Source: an optimization exercise on an open RTL-to-GDS flow (aim: small area, a short achievable clock period and few clock cycles per item). Production flows keep margins and buffers that such runs may drop. At most, simulation tests tie the RTL to the original design; equivalence was not proved. The clock port is modelled as an ideal driver, which makes a skipped or thinned clock tree look cheaper than it is; a real chip needs a root buffer or a tree. Power and IR drop assume default switching activity.

Setup of the reference run:
Design olidx_voice_codec, start of the top module:
module olidx_voice_codec (
    input  wire       clk,
    input  wire       rst,         
    input  wire       in_valid,
    output wire       in_ready,
    input  wire [7:0] in_data,
    input  wire       in_unpack,   
    output wire       out_valid,
    input  wire       out_ready,
    output wire [7:0] out_data,
    output wire       out_last,
    output wire [6:0] out_chk
);
Settings: LEC_CHECK=0, ABC_CLOCK_PERIOD_IN_PS=2500, CAP_MARGIN=20, CORE_MARGIN=2, CORE_UTILIZATION=40, CTS_BUF_LIST=sky130_fd_sc_hd__clkbuf_8, PLACE_DENSITY=0.6, SETUP_SLACK_MARGIN=5, SLEW_MARGIN=20; clock period 9.0 ns.
standard.sh (not shown) runs the stock make flow with config.mk's settings and CLKGATE_MAP_FILE= SYNTH_SCRIPT=/design/flow/synth_recipe.tcl, a recipe that flattens the netlist after the stock synthesis.
==> flow/flow/run.sh <==
#!/bin/bash
# Standard ORFS layout (the standard.sh) with a tighter timing-repair
# target, no footprint restriction on resizing and plain buffers on the ports.
# The full make output goes to standard.log in this folder.
bash standard.sh SETUP_SLACK_MARGIN=6.3 MATCH_CELL_FOOTPRINT=0 'BUFFER_PORTS_ARGS=-buffer_cell sky130_fd_sc_hd__buf_2'  finish > standard.log 2>&1
The final layout from the reference run, which completed every stage, passed the timing, DRC and antenna checks at the end of the flow.
#### Input delta (the trial run over the reference run)
diff --git a/flow/config.mk b/flow/config.mk
--- a/flow/config.mk
+++ b/flow/config.mk
@@ -6,5 +6,5 @@
 export NUM_CORES = 4
 export LEC_CHECK = 0
-export ABC_CLOCK_PERIOD_IN_PS = 2500
+export ABC_AREA = 1
 export CAP_MARGIN = 20
 export CORE_MARGIN = 2
Notes after the runs:
For the trial run, the start point of the critical path was o_data[3], unlike the reference run, where it was o_data[0]. out_data[0] as the endpoint of the most critical setup path was reported by the reference run, and out_data[3] by the trial run. The main combinational cell family by area after synthesis comes out simple AND/OR/NAND/NOR gates in one run and compound AO/OA/AOI/OAI gates in the other, namely in the trial run and the reference run respectively. From the reference run to the trial run the numbers moved as follows: upper clock frequency limit climbed about 0.8%; global-route usage shrank by 1.3 points; final period demand of the worst path lost 22 ps.
No run of this note included a check of the RTL's function; only the layout flow was run.


Another version of the RTL of olidx_voice_codec (not shown whole).
Size in the first run: about 510 cells after synthesis, ~78 flip-flops, about 4800 um^2 of cells after synthesis.
==> flow/config.mk <==
export PLATFORM = sky130hd
export DESIGN_NAME = olidx_voice_codec
export DESIGN_NICKNAME = olidx_voice_codec
export VERILOG_FILES = /design/flow/design.v
export SDC_FILE = /design/flow/constraint.sdc
export NUM_CORES = 4
export LEC_CHECK = 0
export ABC_CLOCK_PERIOD_IN_PS = 2500
export CAP_MARGIN = 20
export CORE_MARGIN = 2
export CORE_UTILIZATION = 40
export CTS_BUF_LIST = sky130_fd_sc_hd__clkbuf_8
export PLACE_DENSITY = 0.6
export SETUP_SLACK_MARGIN = 5
export SLEW_MARGIN = 20
==> flow/constraint.sdc <==
create_clock -name core_clock -period 9.0 [get_ports {clk}]
set_input_delay 1.8000 -clock core_clock [delete_from_list [all_inputs] [get_ports {clk}]]
set_output_delay 1.8000 -clock core_clock [all_outputs]
set_load 0.01 [all_outputs]
Scripts as last shown in full above: flow/flow/run.sh
Rerun with:
--- a/flow/config.mk
+++ b/flow/config.mk
@@ -11,3 +11,2 @@
 export CORE_UTILIZATION = 40
-export CTS_BUF_LIST = sky130_fd_sc_hd__clkbuf_8
 export PLACE_DENSITY = 0.6
Outcome:
- final area grows by about 1.4%
- total power rises by 12%
- global-route usage is about the same
- hold slack loses 0.0060 ns
- wire length shrinks by about 0.7%
- synthesized area is unchanged
- synthesized cell count stays the same
- cell count barely changes
- core utilization rose by 0.68 points
- die area stays the same
- combinational power falls by about 2%
No functional check of the RTL was part of any run of this note.


== job 3952 ==
Another version of the RTL of olidx_voice_codec (not shown whole).
For scale: ~620 cells after synthesis, about 83 flip-flops, ~4600 um^2 of cells after synthesis.
Settings: LEC_CHECK=0, ABC_AREA=1, CAP_MARGIN=20, CORE_MARGIN=2, CORE_UTILIZATION=50, CTS_BUF_LIST=sky130_fd_sc_hd__clkbuf_8, PLACE_DENSITY=0.7, SETUP_SLACK_MARGIN=5, SLEW_MARGIN=20; clock period 9.0 ns.
==> flow/flow/run.sh <==
#!/bin/bash
# Standard ORFS layout (the standard.sh) with a tighter timing-repair
# target, no footprint restriction on resizing and plain buffers on the ports.
# After clock tree synthesis, the clock tree is rebuilt as a single balanced
# level of four clkbuf_16 buffers (one per quadrant of the registers), driven
# by the clock port; routing and the rest of the flow then continue as usual.
# Each tool's full output goes to a log file in this folder.
set -e
ARGS=(SETUP_SLACK_MARGIN=6.3 SETUP_MOVE_SEQUENCE=unbuffer,sizeup,swap MATCH_CELL_FOOTPRINT=0 'BUFFER_PORTS_ARGS=-buffer_cell sky130_fd_sc_hd__buf_2')
RES=$PWD/orfs/results/${FLOW_PLATFORM:-sky130hd}/olidx_voice_codec/base
bash standard.sh "${ARGS[@]}" cts > standard_cts.log 2>&1
CT_IN=$RES/4_cts.odb CT_OUT=$RES/4_cts_tree.odb CT_NB=4 \
  openroad -no_init -exit flow/clock_tree.tcl > clock_tree.log 2>&1
mv -f $RES/4_cts_tree.odb $RES/4_cts.odb
bash standard.sh "${ARGS[@]}" finish > standard.log 2>&1
Other scripts of this flow, unchanged in this note and not shown: flow/flow/clock_tree.tcl
Testbench counts of job 3952, summed over its fixed seeds: cycles 32,440, records 192.
diff inputs: job 3952 => job 5623
-- flow/flow/run.sh --
<<< job 3952, line 8
set -e
ARGS=(SETUP_SLACK_MARGIN=6.3 SETUP_MOVE_SEQUENCE=unbuffer,sizeup,swap MATCH_CELL_FOOTPRINT=0 'BUFFER_PORTS_ARGS=-buffer_cell sky130_fd_sc_hd__buf_2')
RES=$PWD/orfs/results/${FLOW_PLATFORM:-sky130hd}/olidx_voice_codec/base
>>> job 5623, line 8
set -e
ARGS=(SETUP_SLACK_MARGIN=6.45 MATCH_CELL_FOOTPRINT=0 'BUFFER_PORTS_ARGS=-buffer_cell sky130_fd_sc_hd__buf_2')
RES=$PWD/orfs/results/${FLOW_PLATFORM:-sky130hd}/olidx_voice_codec/base
Results
- Going from job 3952 to job 5623, cell count grows by 2.6%.
- Job 5623 vs job 3952 — global-route wire length before repair rose 1.2 mm.
- Job 5623 did not stop at any stage, and its layout met the timing, DRC and antenna checks.
- Relative to job 3952, the routed wire length measured on job 5623 has increased by a few percent.
For job 8206, these inputs were changed with respect to job 5623:
-- flow/flow/run.sh --
<<< job 5623, line 8
set -e
ARGS=(SETUP_SLACK_MARGIN=6.45 MATCH_CELL_FOOTPRINT=0 'BUFFER_PORTS_ARGS=-buffer_cell sky130_fd_sc_hd__buf_2')
RES=$PWD/orfs/results/${FLOW_PLATFORM:-sky130hd}/olidx_voice_codec/base
>>> job 8206, line 8
set -e
ARGS=(SETUP_SLACK_MARGIN=6.3 MATCH_CELL_FOOTPRINT=0 'BUFFER_PORTS_ARGS=-buffer_cell sky130_fd_sc_hd__buf_2')
RES=$PWD/orfs/results/${FLOW_PLATFORM:-sky130hd}/olidx_voice_codec/base
-- flow/config.mk --
<<< job 5623, line 10
export CORE_MARGIN = 2
export CORE_UTILIZATION = 50
export CTS_BUF_LIST = sky130_fd_sc_hd__clkbuf_8
export PLACE_DENSITY = 0.7
export SETUP_SLACK_MARGIN = 5
>>> job 8206, line 10
export CORE_MARGIN = 2
export CORE_UTILIZATION = 45
export CTS_BUF_LIST = sky130_fd_sc_hd__clkbuf_8
export PLACE_DENSITY = 0.65
export SETUP_SLACK_MARGIN = 5
==> summary.txt <==
- Relative to job 5623, count of instances resized after the clock tree is built has decreased by 25 in job 8206.
- The highest-delay cell along the critical path comes out sky130_fd_sc_hd__o21a_1 in one run and sky130_fd_sc_hd__clkinvlp_2 in the other, namely in job 5623 and job 8206 respectively.
- Job 8206 improves on job 5623 in area of all placed cells without fillers.
- Comparing job 5623 and job 8206, the higher worst hold slack after final layout is on job 8206.
- Between job 5623 and job 8206, leakage power decreased.
- Delta(share of total power in sequential cells, job 8206 - job 5623) > 0
- Die boundary width (job 8206 vs. job 5623) increases by a few percent
- Job 5623 → job 8206: final worst-path cycle share now sits higher, number of non-filler instances in the completed layout now sits higher, highest clock frequency the design can meet now sits lower.
--- input diff job 8206..job 9145 ---
-- flow/flow/run.sh --
<<< job 8206, line 10
RES=$PWD/orfs/results/${FLOW_PLATFORM:-sky130hd}/olidx_voice_codec/base
bash standard.sh "${ARGS[@]}" cts > standard_cts.log 2>&1
CT_IN=$RES/4_cts.odb CT_OUT=$RES/4_cts_tree.odb CT_NB=4 \
>>> job 9145, line 10
RES=$PWD/orfs/results/${FLOW_PLATFORM:-sky130hd}/olidx_voice_codec/base
bash standard.sh "${ARGS[@]}" SKIP_CTS_REPAIR_TIMING=1 cts > standard_cts.log 2>&1
CT_IN=$RES/4_cts.odb CT_OUT=$RES/4_cts_tree.odb CT_NB=4 \
-- flow/config.mk --
<<< job 8206, line 10
export CORE_MARGIN = 2
export CORE_UTILIZATION = 45
export CTS_BUF_LIST = sky130_fd_sc_hd__clkbuf_8
export PLACE_DENSITY = 0.65
export SETUP_SLACK_MARGIN = 5
>>> job 9145, line 10
export CORE_MARGIN = 2
export CORE_UTILIZATION = 50
export CTS_BUF_LIST = sky130_fd_sc_hd__clkbuf_8
export PLACE_DENSITY = 0.7
export SETUP_SLACK_MARGIN = 5
## What came out
- The number of tap cells added at floorplan number comes out lower for job 9145 vs job 8206.
- Re global routing usage summed across all routing layers: job 9145 is 2.4 points up on job 8206.
- Summary: with job 8206 as the reference, cell count in job 9145 moved down by a few percent.
- | routed length on met1 | job 9145 vs job 8206 | 3.3% lower |
- Setup slack for job 9145: 0.031 ns up relative to job 8206
- Job 9145 against job 8206: cell area shrank by 0.99%, post-route fraction of the period consumed by the critical path shrank by 0.34 points, final count of hold timing violations held steady.
- Routed wire in job 9145 totals more than in job 8206.
- From job 8206 to job 9145 the numbers moved as follows: area used by multi-input combinational logic was more or less identical; count of buffers inserted at the top-level ports stayed essentially flat.
Inputs modified between job 9145 and job 7785:
-- flow/flow/run.sh --
<<< job 9145, line 10
RES=$PWD/orfs/results/${FLOW_PLATFORM:-sky130hd}/olidx_voice_codec/base
bash standard.sh "${ARGS[@]}" SKIP_CTS_REPAIR_TIMING=1 cts > standard_cts.log 2>&1
CT_IN=$RES/4_cts.odb CT_OUT=$RES/4_cts_tree.odb CT_NB=4 \
>>> job 7785, line 10
RES=$PWD/orfs/results/${FLOW_PLATFORM:-sky130hd}/olidx_voice_codec/base
bash standard.sh "${ARGS[@]}" cts > standard_cts.log 2>&1
CT_IN=$RES/4_cts.odb CT_OUT=$RES/4_cts_tree.odb CT_NB=4 \
--- outcome ---
- Comparing job 7785 against job 9145, there is no change at all in length of routed met3 wiring.
- Post-route cell area of job 9145 is on par with job 7785.
- Status: multi-input gate share of total cell area parity (job 7785, job 9145)
- On slack of the worst reg-to-reg path, job 7785 and job 9145 are basically level.
- In terms of total power of the final layout, job 7785 and job 9145 differ only marginally.
- As far as fmax goes, job 7785 and job 9145 are indistinguishable; the numbers are identical.
- Per the comparison of job 7785 with job 9145, hold violation count in the final report roughly the same, total sequential power roughly the same, area overhead of the layout relative to synthesis roughly the same.

-- what the ideal ports hide --
Ports are ideal in the flow. The routed layouts listed here were re-timed in OpenROAD.
Step 1 sets driving cells, clkbuf_16 on the clock port and buf_2 on the other inputs (assumed; they add their load-dependent delay and slew).
Step 2 moves the port delays by t, midway between the first and last clock arrival at a register: inputs arrive t later, outputs are due t later. That takes back most of the time a late clock gives input paths.
Slacks: no drivers / after step 1 / after step 2; pairs: no drivers / after step 1.
run | t, ns | setup WS [ns] | clock arrival spread, ns | worst slew at a driven data input, ns
the reference run | 0.411 | 6.255 / 6.218 / 6.117 | 0.012 / 0.012 | 0.03
the trial run | 0.387 | 6.277 / 6.244 / 6.007 | 0.009 / 0.009 | 0.03
the first run of note 2 | 0.404 | 6.230 / 6.195 / 5.979 | 0.009 / 0.009 | 0.03
the second run of note 2 | 0.378 | 6.272 / 6.233 / 5.997 | 0.007 / 0.007 | 0.03
job 3952 | 0.248 | 6.379 / 6.291 / 6.200 | 0.009 / 0.009 | 0.04
job 5623 | 0.243 | 6.467 / 6.491 / 6.277 | 0.015 / 0.015 | 0.04
job 8206 | 0.240 | 6.395 / 6.429 / 6.217 | 0.010 / 0.009 | 0.03
job 9145 | 0.247 | 6.426 / 6.367 / 6.244 | 0.010 / 0.010 | 0.03
job 7785 | 0.247 | 6.426 / 6.367 / 6.244 | 0.010 / 0.010 | 0.03
After both steps every run listed still meets setup and hold. For the second run of note 2, which loses most, drivers alone change the setup slack by -0.039 ns; drivers and shift together by -0.275 ns.
